What follows belongs to an exercise in optimizing a design on an open flow for small area, a short achievable clock period and few clock cycles; a production flow would make more cautious choices.
Only the layout flow was run in this run; the RTL was not checked for function there.
Power figures rest on the tool's default switching activity, not on a simulated workload.

File: design.v
module sctp_enc (
    input  wire        clk,
    input  wire        rst,
    input  wire        cmd_valid,
    output wire        cmd_ready,
    input  wire [3:0]  cmd_op,
    input  wire [63:0] cmd_arg,
    input  wire [3:0]  cmd_cnt,
    input  wire        cmd_last,
    output wire        out_valid,
    input  wire        out_ready,
    output wire [63:0] out_data,
    output wire [3:0]  out_cnt,
    output wire        out_last,
    output wire        out_fault
);
    reg [143:0] A;           
    reg [4:0]   k;           
    reg         last_pend;   
    reg         fault_pend;  
    reg         faulted;     
    reg         ev;          
    reg  [87:0] eS;          
    reg         e_leb;       
    reg  [3:0]  enb;         
    reg         elast;       
    reg         efault;      
    reg         ov;          
    reg         ol;          
    reg         rfree;       
    reg         rtake;       
    reg         rx;          
    reg  [2:0]  off;         
    assign out_valid = ov;
    assign out_last  = ol;
    assign out_cnt   = {!ol | k[3], k[2:0] & {3{ol}}};
    assign out_data  = A[63:0];
    assign out_fault = fault_pend;
    wire take = ov && out_ready;
    wire merge = ev && (rfree || (rtake && out_ready));
    assign cmd_ready = rx || (rtake && out_ready);
    wire accept = cmd_valid && cmd_ready;
    wire [3:0]  op = cmd_op;
    wire [63:0] a  = cmd_arg;
    wire big      = (a[63:4] != 60'd0) || (a[3:0] == 4'hF);    
    wire is_data  = (op == 4'd14);
    wire is_sleb  = (op == 4'd9);
    wire leb_op   = (op == 4'd8) || is_sleb || (op == 4'd13);
    wire is_fix   = !op[3] || (op[3:1] == 3'b101);
    wire bad_short = (op == 4'd12) && (a[7:4] != 4'd0);
    reg [8:0] cu, cs;
    integer m;
    always @(*) begin
        for (m = 0; m < 9; m = m + 1) begin
            cu[m] = |(a >> (7*m + 7));
            cs[m] = a[63] ? !(&(a >> (7*m + 6) | ~({64{1'b1}} >> (7*m + 6))))
                          : |(a >> (7*m + 6));
        end
    end
    wire [8:0] c = is_sleb ? cs : cu;
    reg [3:0] hi;
    always @(*) begin
        if (op == 4'd12 || (op == 4'd13 && !big)) hi = a[3:0];
        else if (op == 4'd13)                     hi = 4'hF;
        else                                      hi = 4'h0;
    end
    reg [87:0] S;
    integer i;
    always @(*) begin
        S[7:0] = is_data ? a[7:0] : {hi, op};
        for (i = 1; i < 9; i = i + 1) begin
            if (leb_op)                S[8*i +: 8] = {c[i-1], a[7*(i-1) +: 7]};
            else if (is_data && i < 8) S[8*i +: 8] = a[8*i +: 8];
            else                       S[8*i +: 8] = a[8*(i-1) +: 8];
        end
        S[79:72] = {c[8], a[62:56]};
        S[87:80] = {1'b0, {6{is_sleb & a[63]}}, a[63]};
    end
    wire leb = !faulted && ((op == 4'd8) || is_sleb || (op == 4'd13 && big));
    reg [3:0] nb;
    always @(*) begin
        if (faulted || bad_short)  nb = 4'd0;
        else if (is_data)          nb = cmd_cnt[3] ? 4'd8 : cmd_cnt;
        else if (is_fix) begin
            case ({op[3], op[2:0]})
                4'b0000, 4'b0001: nb = 4'd2;
                4'b0010, 4'b0011: nb = 4'd3;
                4'b0100, 4'b0101,
                4'b1010:          nb = 4'd5;
                default:          nb = 4'd9;
            endcase
        end else                   nb = 4'd1;
    end
    wire [8:0] ec = {eS[79], eS[71], eS[63], eS[55], eS[47], eS[39], eS[31], eS[23], eS[15]};
    wire [3:0] ecnt = {ec[7], ec[3] & !ec[7], (ec[1] & !ec[3]) | (ec[5] & !ec[7]),
                       (ec[0] & !ec[1]) | (ec[2] & !ec[3]) | (ec[4] & !ec[5]) | (ec[6] & !ec[7]) | ec[8]};
    wire [3:0] en = e_leb ? ecnt + 4'd2 : enb;
    wire [95:0]  sh1 = off[0] ? {eS, eS[7:0]}   : {eS[87:80], eS};
    wire [111:0] sh2 = off[1] ? {sh1, sh1[15:0]} : {sh1[95:80], sh1};
    wire [143:0] sh  = off[2] ? {sh2, sh2[31:0]} : {sh2[111:80], sh2};
    wire [4:0] m_k = {2'b00, off} + {1'b0, en};
    reg m_ge8, m_gt8, m_ge16;
    always @(*) begin
        if (e_leb) begin
            case (off)
                3'd0: begin m_ge8 = ec[5]; m_gt8 = ec[6]; end
                3'd1: begin m_ge8 = ec[4]; m_gt8 = ec[5]; end
                3'd2: begin m_ge8 = ec[3]; m_gt8 = ec[4]; end
                3'd3: begin m_ge8 = ec[2]; m_gt8 = ec[3]; end
                3'd4: begin m_ge8 = ec[1]; m_gt8 = ec[2]; end
                3'd5: begin m_ge8 = ec[0]; m_gt8 = ec[1]; end
                3'd6: begin m_ge8 = 1'b1;  m_gt8 = ec[0]; end
                default: begin m_ge8 = 1'b1; m_gt8 = 1'b1; end
            endcase
            case (off)
                3'd5:    m_ge16 = ec[8];
                3'd6:    m_ge16 = ec[7];
                3'd7:    m_ge16 = ec[6];
                default: m_ge16 = 1'b0;
            endcase
        end else begin
            m_ge8  = ({1'b0, enb} + {2'b00, off}) >= 5'd8;
            m_gt8  = ({1'b0, enb} + {2'b00, off}) >= 5'd9;
            m_ge16 = ({1'b0, enb} + {2'b00, off}) >= 5'd16;
        end
    end
    wire t_ge8 = k[4];
    wire t_le8 = !k[4] || (k[3:0] == 4'd0);
    reg [4:0] nk;
    reg [2:0] noff;
    reg       nlp, nov, nol, nfree, ntake;
    wire      nev = cmd_ready ? cmd_valid : ev;
    always @(*) begin
        nk    = k;
        noff  = off;
        nlp   = last_pend;
        nov   = ov;
        nol   = ol;
        nfree = rfree;
        ntake = rtake;
        if (merge) begin
            nk    = m_k;
            noff  = elast ? 3'd0 : m_k[2:0];
            nlp   = elast;
            nov   = m_ge8 || elast;
            nol   = elast && !m_gt8;
            nfree = !elast && !m_ge8;
            ntake = elast ? !m_gt8 : (m_ge8 && !m_ge16);
        end else if (take) begin
            if (ol) begin
                nk    = 5'd0;
                noff  = 3'd0;
                nlp   = 1'b0;
                nov   = 1'b0;
                nol   = 1'b0;
                nfree = 1'b1;
                ntake = 1'b0;
            end else begin
                nk    = k - 5'd8;
                nov   = t_ge8 || last_pend;
                nol   = last_pend && t_le8;
                nfree = !last_pend && !t_ge8;
                ntake = last_pend ? t_le8 : t_ge8;
            end
        end
    end
    integer j;
    always @(posedge clk) begin
        for (j = 0; j < 18; j = j + 1) begin
            if (merge && j >= off)
                A[8*j +: 8] <= sh[8*j +: 8];
            else if (take && j < 10)
                A[8*j +: 8] <= A[8*j + 64 +: 8];
        end
        if (merge && elast)
            fault_pend <= efault;
        if (!ev || merge) begin
            eS     <= S;
            e_leb  <= leb;
            enb    <= nb;
            elast  <= cmd_last;
            efault <= faulted || bad_short;
        end
        if (rst) begin
            k         <= 5'd0;
            last_pend <= 1'b0;
            faulted   <= 1'b0;
            ev        <= 1'b0;
            ov        <= 1'b0;
            ol        <= 1'b0;
            rfree     <= 1'b1;
            rtake     <= 1'b0;
            rx        <= 1'b1;
            off       <= 3'd0;
        end else begin
            if (accept)
                faulted <= !cmd_last && (faulted || bad_short);
            ev        <= nev;
            k         <= nk;
            last_pend <= nlp;
            ov        <= nov;
            ol        <= nol;
            rfree     <= nfree;
            rtake     <= ntake;
            rx        <= !nev || nfree;
            off       <= noff;
        end
    end
endmodule
File: flow/run.sh
#!/bin/bash
# Standard ORFS flow, with the ports buffered by buf_1 cells and the clock
# tree built without dummy loads.
export BUFFER_PORTS_ARGS="-buffer_cell sky130_fd_sc_hd__buf_1"
export CTS_ARGS="-sink_clustering_enable -repair_clock_nets -dont_use_dummy_load -sink_clustering_size 28 -sink_clustering_max_diameter 70"
bash standard.sh > standard.log 2>&1
File: standard.sh
#!/bin/bash
# synth_recipe.tcl (not shown) runs the flow's synth.tcl, then flattens the netlist and writes it again
# the make line also repeats each setting of config.mk as NAME=value (left out here)
make -C /OpenROAD-flow-scripts/flow DESIGN_CONFIG=/design/flow/config.mk WORK_HOME=/design/flow/orfs CLKGATE_MAP_FILE= SYNTH_SCRIPT=/design/flow/synth_recipe.tcl "${@:-finish}"
File: config.mk
export PLATFORM = sky130hd
export DESIGN_NAME = sctp_enc
export DESIGN_NICKNAME = sctp_enc
export VERILOG_FILES = /design/flow/design.v
export SDC_FILE = /design/flow/constraint.sdc
export NUM_CORES = 4
export LEC_CHECK = 0
export CAP_MARGIN = 20
export CORE_MARGIN = 2
export CORE_UTILIZATION = 40
export SETUP_SLACK_MARGIN = 1.9
export SLEW_MARGIN = 20
File: constraint.sdc
create_clock -name core_clock -period 4.5 [get_ports {clk}]
set_input_delay 0.9000 -clock core_clock [delete_from_list [all_inputs] [get_ports {clk}]]
set_output_delay 0.9000 -clock core_clock [all_outputs]
set_load 0.01 [all_outputs]
==> reports/metrics.yaml <==
grt_use_total: 0.2244
cts_hold_buf: 0
min_path_type: "register to register"
cts_tree: "yes"
ff_latch_area_mm2: 0.007176
area_delta_synth_final_pct: 8.781
synth_cells: 1325
vertical_die_dimension_um: 192.3
post_route_cells_drive_above_1_share: 0.1182
initial_core_util: 0.4084
synthMuxAreaShare: 0.1835
crit_buf_inv: 2
area_of_the_mapped_netlist_mm2: 0.01418
synth_adder_area_share: 0.01077
via_count: 10570
clock-root-buffer: "sky130_fd_sc_hd__clkbuf_16"
num_io_pins: 149
gp_routability_congestion: 0.9772
synth_fp_nets: 1413
crit_chain: "clkbuf_2 > nor4_2 > nand4_1 > buf_4 > or4b_2 > a21oi_2 > o22ai_1"
preCtsSetupSlack_ns: 1.172
ys_types: 67
drt-vias-per-instance: 5.736
grt_setup_unrepaired: "true"
r2r-start: "off[2]$_SDFFE_PP0P_"
n_fill_cell: 3331
final-max-slew-violation-count: 0
outcome: "no timing/DRC/antenna violations"
post_synth_and_or_nand_nor_area_fraction: 0.1302
timing.critical_path.required_ns: 4.72
antenna_found_initial: 0
cts-buffers-inserted: 18
worst_skew_pair.late_latency_ns: 0.52
critPathLaunchType: "input port"
achievable-frequency_ghz: 0.3807
timing.hold.worst.start: "efault$_DFFE_PP_"
peakVddDrop_v: 0.0002088
vias_in_the_first_global_route: 9796
synth_common_cells: "228 x sky130_fd_sc_hd__edfxtp_1, 204 x sky130_fd_sc_hd__nand2_1, 180 x sky130_fd_sc_hd__mux2i_1"
htree_num_levels: 1
io_buffers: 148
crit_startpoint: "cmd_arg[58]"
floorplan.die_area_mm2: 0.03697
synthDominantCellAreaShare: 0.4829
clkSinkCount: 244
mean_cell_area_of_the_mapped_netlist_um2: 10.70
synth_async_sr_flop_share: 0
max_cap_viol_count: 0
grt_overflow_total: 0
drt-wirelength-per-cell_um: 22.98
placement_rows: 68
num-nets-final: 1477
static-leakage-power_nw: 5.541
worst_path_max_delay_cell: "sky130_fd_sc_hd__or4b_2"
clk_pin_slew_ns: 0.06
ys_dominant_reg_cell: "sky130_fd_sc_hd__edfxtp_1"
core_region_area_mm2: 0.03471
timing.critical_path.fanout_max: 5
synth.yosys.seq_area_share: 0.5055
dr.pass1.iters: 8
layout_setup_ws_ns: 1.874
synthXorXnorAreaFrac: 0.002471
final-setup-viol-count: 0
top_count_cell_post_synth: "sky130_fd_sc_hd__edfxtp_1"
critical-path-top-delay-family: "simple AND/OR/NAND/NOR gates"
floorplan.die.width_um: 192.3
clock_skew_ns: 0.04448
synth-edff-count: 228
worst_setup_path_end_kind: "register"
period_minus_slack_ns: 2.627
totalNegativeSetupSlack_ns: 0
multiInputGateArea_mm2: 0.006236
synth_compound_area_frac: 0.1064
pin_count_of_the_biggest_net_entering_global_routing: 124
worst-endpoint-arrival_ns: 2.84
synth_top_cells_by_area: "sky130_fd_sc_hd__edfxtp_1 48%, sky130_fd_sc_hd__mux2i_1 13%, sky130_fd_sc_hd__nand2_1 5.4%"
synth_warnings: 10
post-route-period-util: 0.5837
synth_area_leader_cell: "sky130_fd_sc_hd__edfxtp_1"
postRouteWirelength_mm: 42.34
final_hold_fails: 0
synth_seq_cells: 244
slew_worst_pin_ns: 0.9876
grt_first_pass_wirelength_mm: 62.04
headroom_to_the_max_slew_limit: 0.3416
main_combinational_cell_family_by_area_after_synthesis: "multiplexers"
critPathMaxStageDelay_ns: 0.67
detail_route.iter0.violations: 1239
timing.setup.critical_path_class: "input port to register"
route.antenna.remaining_nets: 0
drcViolationCount: 0
hpwlAfterDp_mm: 31.12
power_density_mw_per_mm2: 345.8
cts_buffer_depth: 3
-- sequential cells by signal, summed over array words and instances (netlist names), 3 cells and up --
signal    count
out_data     64
A            74
k             5
enb           4
eS           82
off           3
-- cells by family after synthesis --
kind of cell | Yosys count
simple gates | 403
compound gates | 253
mux | 249
flops | 244
buf+inv | 161
fa+ha+maj | 11
xor+xnor | 4
-- timing repair --
| action | CTS | global route |
|---|---|---|
| endpoints found under the hold margin | 0 | 0 |
| pin swaps | 1 | 3 |
| cloned | 1 | 1 |
| endpoints found under the setup margin | 53 | 76 |
| resized for setup | 5 | 11 |
| buffers inserted | 3 | 6 |
-- layout by cell type, fill, tap and decap left out, drive strengths merged, types with 20 or more instances in the layout --
| master | synthesis | final |
|---|---|---|
| nand2 | 204 | 204 |
| mux2 | 67 | 67 |
| mux2i | 180 | 180 |
| buf | 99 | 178 |
| edfxtp | 228 | 228 |
| inv | 19 | 20 |
| a21oi | 61 | 61 |
| nor2 | 73 | 74 |
| clkbuf | 41 | 23 |
| o21ai | 105 | 105 |
-- metal layers --
| layer | track usage | share of wire | up-vias |
|---|---|---|---|
| met1 | 0.3383 | 0.46 | 5109 |
| li1 | - | - | 4943 |
| met4 | 0.05755 | 0.024 | 0 |
| met3 | 0.02510 | 0.073 | 66 |
| met5 | 0 | 0 | - |
| met2 | 0.3430 | 0.45 | 454 |
-- per-stage QoR --
step                        util  instance area [µm²]  hold slack, ns  std cells  power (W)
after global placement    0.4252                14760          0.4054       1812   0.003882
after floorplan                -                14190          0.4003       1325   0.003536
after detailed placement  0.4252                14760          0.4089       1812   0.003899
final                     0.4443                15420          0.4198       1843   0.005333
after CTS                 0.4398                15270          0.4225       1834   0.005329
after global routing      0.4442                15420          0.4225       1842   0.005534
-- path summary, 6_finish.rpt --
| path | end | slack (ns) | cells after the start |
|---|---|---|---|
| worst min-delay path | fault_pend$_DFFE_PP_ | 0.42 | 0 |
| worst max register to register | rfree$_SDFF_PP1_ | 1.96 | 5 |
| worst max-delay path | eS[47]$_DFFE_PP_ | 1.87 | 7 |
| worst min register to register | fault_pend$_DFFE_PP_ | 0.42 | 0 |
-- where the power goes --
| group | switching (W) | internal [W] | leakage [nW] |
|---|---|---|---|
| registers | 0.000156 | 0.00274 | 2.40 |
| clock network | 0.000737 | 0.000710 | 0.222 |
| logic | 0.000643 | 0.000352 | 2.92 |
| total | 0.00154 | 0.00380 | 5.54 |
-- area by class of cell --
type	count	area share
multi-input cells	921	0.4043
inverters	21	0.005111
diodes	1	0.0001623
clock buffers	18	0.02921
well taps	455	0.03691
flip-flops and latches	244	0.4653
repair buffers	183	0.05898

-- re-timing with driven ports --
How much do the figures lean on ideal ports? The routed layout below was timed once more, with nothing changed but the port constraints.
Step 1: set_driving_cell puts a clkbuf_16 on clk and a buf_2 on each other input, an assumption about the parent block.
Step 2, shift: input delay + t, output delay - t, t = (earliest + latest rising clock arrival at the registers) / 2. This alone moves slack from input paths to output paths.
Slacks: no drivers / after step 1 / after step 2; pairs: no drivers / after step 1.
shift t [ns]: 0.550
setup WS [ns]: 1.874 / 1.907 / 1.357
worst hold slack (ns): 0.420 / 0.420 / 0.420
worst setup path after step 2: input to register
worst data-port slew with drivers (ns): 0.06
After both steps this run still meets setup and hold. The setup slack of this run moves by +0.033 ns with the drivers and by -0.517 ns with both steps.
